This is an optimization exercise on Yosys and OpenROAD, whose aim is small area, a short achievable clock period and few clock cycles per item, not a production implementation. Function was checked by simulation only, so behaviour that the tests miss may differ from the original.

==> flow/design.v (excerpt) <==
module htv_amdem (
    input  wire        clk,
    input  wire        rst,
    input  wire        in_valid,
    output wire        in_ready,
    input  wire [31:0] in_i,
    input  wire [31:0] in_q,
    output wire        out_valid,
    input  wire        out_ready,
    output reg  [31:0] out_mag
);
Size: ~720 flip-flops, roughly 65000 um^2 of cells after synthesis.
clock: 20.0 ns
lec_check: 0
abc_area: 1
cap_margin: 20
core_margin: 2
core_utilization: 75
slew_margin: 20
standard.sh (not shown) runs the stock make flow with config.mk's settings and CLKGATE_MAP_FILE= SYNTH_SCRIPT=/design/flow/synth_recipe.tcl, a recipe that flattens the netlist after the stock synthesis.
==> flow/flow/run.sh <==
#!/bin/bash
# Standard layout (the standard.sh: standard synthesis and ORFS flow),
# with the timing repair asked to leave a setup margin, so that it works on
# paths well inside the 20 ns clock period.  The SDC is the standard flow's, unchanged.
set -euo pipefail
bash standard.sh SETUP_SLACK_MARGIN=14.5 finish > standard_flow.log 2>&1
The baseline never finished: it broke off in global routing (5_1_grt) (GRT-0232).
Testbench counts at the start, summed over its fixed seeds: cycles 3,320, samples 3,200.
Edit:
--- a/flow/flow/run.sh
+++ b/flow/flow/run.sh
@@ -5,2 +5,2 @@
 set -euo pipefail
-bash standard.sh SETUP_SLACK_MARGIN=14.5 finish > standard_flow.log 2>&1
+bash standard.sh SETUP_SLACK_MARGIN=14.75 finish > standard_flow.log 2>&1
CORE_UTILIZATION = 65   (was 75)
The changed run finished clean.
Synthesized cell count stays the same.
Synthesized area does not change.
Edit:
--- a/flow/flow/run.sh
+++ b/flow/flow/run.sh
@@ -5,2 +5,2 @@
 set -euo pipefail
-bash standard.sh SETUP_SLACK_MARGIN=14.75 finish > standard_flow.log 2>&1
+bash standard.sh SETUP_SLACK_MARGIN=14.5 finish > standard_flow.log 2>&1
CTS_BUF_LIST = sky130_fd_sc_hd__clkbuf_8   (was unset)
Final cell count drops by 0.94%.
Area after synthesis is unchanged.
Worst setup slack improves by 0.067 ns.
Synthesized cell count does not change.
Critical path depth climbs by 17.
Routed wire length drops by 7.0%.
Fmax climbs by 1.2%.
Design area drops by 4.7%.
Global-route usage drops by 1.3 points.
Edit:
--- a/flow/flow/run.sh
+++ b/flow/flow/run.sh
@@ -5,2 +5,2 @@
 set -euo pipefail
-bash standard.sh SETUP_SLACK_MARGIN=14.5 finish > standard_flow.log 2>&1
+bash standard.sh SETUP_SLACK_MARGIN=15 finish > standard_flow.log 2>&1
CORE_UTILIZATION = 55   (was 65)
CTS_BUF_LIST = unset   (was sky130_fd_sc_hd__clkbuf_8)
Effect:
- die area rose by 18%
- synthesized cell count stays the same
- cell count is higher by 5.8%
- cell area climbs by 11%
- count of clock-buffer cells in the layout drops by 23
- worst setup slack improves by 0.060 ns
- maximum frequency is higher by 1.1%
- area after synthesis stays the same

Starting RTL as in the previous note.
==> flow/design.v (excerpt) <==
module htv_amdem (
    input  wire        clk,
    input  wire        rst,
    input  wire        in_valid,
    output wire        in_ready,
    input  wire [31:0] in_i,
    input  wire [31:0] in_q,
    output wire        out_valid,
    input  wire        out_ready,
    output reg  [31:0] out_mag
);
    localparam [25:0] CUT  = 26'h1AAAA90;
    localparam        CUTS = 1'b1;
    localparam        SQSPLIT = 1'b0;
    reg         ne, full;        
    reg         rdy, ovl;        
    reg  [31:0] skid;
    wire        adv = !full;     
    assign in_ready  = rdy;
    assign out_valid = ovl;
    reg         v0;
    reg  [30:0] xi, xq;
    always @(posedge clk) begin
        if (rst) v0 <= 1'b0;
        else if (adv) v0 <= in_valid;
        if (adv) begin
            xi <= in_i[30:0];
            xq <= in_q[30:0];
        end
    end
    wire [7:0]  ei = xi[30:23], eq = xq[30:23];
    wire        sw = (eq > ei);             
    wire [7:0]  dx = sw ? eq - ei : ei - eq;
    wire [47:0] sxi, syi, sxq, syq;
    htv_sq u_sqi (.f(xi[22:0]), .x(sxi), .y(syi));
    htv_sq u_sqq (.f(xq[22:0]), .x(sxq), .y(syq));
    wire        i_nan = (ei == 8'hFF) && (xi[22:0] != 23'd0);
    wire        q_nan = (eq == 8'hFF) && (xq[22:0] != 23'd0);
    reg         v1;
    reg  [7:0]  ei1, eq1;
    reg  [3:0]  dh1;
    reg         sw1, far1, nan1, inf1, si1, sq1;
    wire [25:0] pi1, pq1;
    always @(posedge clk) begin
        if (rst) v1 <= 1'b0;
        else if (adv) v1 <= v0;
        if (adv) begin
            ei1  <= ei;
            eq1  <= eq;
            sw1  <= sw;
            dh1  <= dx[3:0];
            far1 <= (dx > 8'd13);
            nan1 <= i_nan | q_nan;
            inf1 <= (ei == 8'hFF) | (eq == 8'hFF);   
            si1  <= (xi[10:0] != 11'd0);     
            sq1  <= (xq[10:0] != 11'd0);
        end
    end
    generate
        if (SQSPLIT) begin : g_sqs
            wire [22:0] li = {1'b0, sxi[21:0]} + {1'b0, syi[21:0]};
            wire [22:0] lq = {1'b0, sxq[21:0]} + {1'b0, syq[21:0]};
            reg  [25:0] xir, yir, xqr, yqr;
            reg         cir, cqr;
            always @(posedge clk) if (adv) begin
  ...
==> flow/config.mk <==
export PLATFORM = sky130hd
export DESIGN_NAME = htv_amdem
export DESIGN_NICKNAME = htv_amdem
export VERILOG_FILES = /design/flow/design.v
export SDC_FILE = /design/flow/constraint.sdc
export NUM_CORES = 4
export LEC_CHECK = 0
export ABC_AREA = 1
export CAP_MARGIN = 20
export CORE_MARGIN = 2
export CORE_UTILIZATION = 70
export SLEW_MARGIN = 20
==> flow/constraint.sdc <==
create_clock -name core_clock -period 20.0 [get_ports {clk}]
set_input_delay 4.0000 -clock core_clock [delete_from_list [all_inputs] [get_ports {clk}]]
set_output_delay 4.0000 -clock core_clock [all_outputs]
set_load 0.01 [all_outputs]
==> flow/flow/run.sh <==
#!/bin/bash
# Standard layout (the standard.sh: standard synthesis and ORFS flow),
# with the timing repair asked to leave a setup margin, so that it works on
# paths well inside the 20 ns clock period.  The SDC is the standard flow's, unchanged.
set -euo pipefail
bash standard.sh SETUP_SLACK_MARGIN=14 finish > standard_flow.log 2>&1
The first run completed with no timing, DRC or antenna violations.
Testbench counts at the start, summed over its fixed seeds: cycles 3,320, samples 3,200.
Next try:
--- a/flow/flow/run.sh
+++ b/flow/flow/run.sh
@@ -4,3 +4,3 @@
 # paths well inside the 20 ns clock period.  The SDC is the standard flow's, unchanged.
 set -euo pipefail
-bash standard.sh SETUP_SLACK_MARGIN=14 finish > standard_flow.log 2>&1
+bash standard.sh SETUP_SLACK_MARGIN=14.5 finish > standard_flow.log 2>&1
CORE_UTILIZATION = 65   (was 70)
- The new run went through all stages and came out clean
- via count is higher slightly
- routed wire length is higher by a few percent
Next try:
CTS_BUF_LIST = sky130_fd_sc_hd__clkbuf_8   (was unset)
GPL_TIMING_DRIVEN = 0   (was unset)
What happened:
- maximum frequency came out lower by 0.87%
- routed wire length came out higher by 7.8%
- count of clock-buffer cells in the layout came out higher by 23
- die area is unchanged

-- port drivers added, routing unchanged --
In the flow no input, the clock included, has a driving cell. The finished layouts below were timed again as built, in two steps.
Step 1 assumes that a clkbuf_16 drives the clock port and a buf_2 every other input.
Step 2 moves the port delays by t, midway between the first and last clock arrival at a register: inputs arrive t later, outputs are due t later. That takes back most of the time a late clock gives input paths.
Slacks: ideal / step 1 / step 2; pairs: ideal / step 1.
run | t, ns | setup WS [ns] | worst setup path after step 2 | worst data-port slew with drivers (ns)
the second run of note 1 | 0.740 | 14.478 / 14.478 / 14.478 | register to register | 0.05
the third run of note 1 | 0.870 | 14.545 / 14.500 / 14.538 | input to register | 0.05
the fourth run of note 1 | 0.769 | 14.605 / 14.605 / 14.495 | input to register | 0.05
the first run of note 2 | 0.738 | 14.142 / 14.142 / 14.142 | register to register | 0.05
the second run of note 2 | 0.731 | 14.568 / 14.532 / 14.505 | input to register | 0.04
the third run of note 2 | 0.889 | 14.521 / 14.480 / 14.513 | input to register | 0.07
After both steps every run listed still meets setup and hold. The setup slack of the fourth run of note 1, which loses most, moves by 0.000 ns with the drivers and by -0.110 ns with both steps.
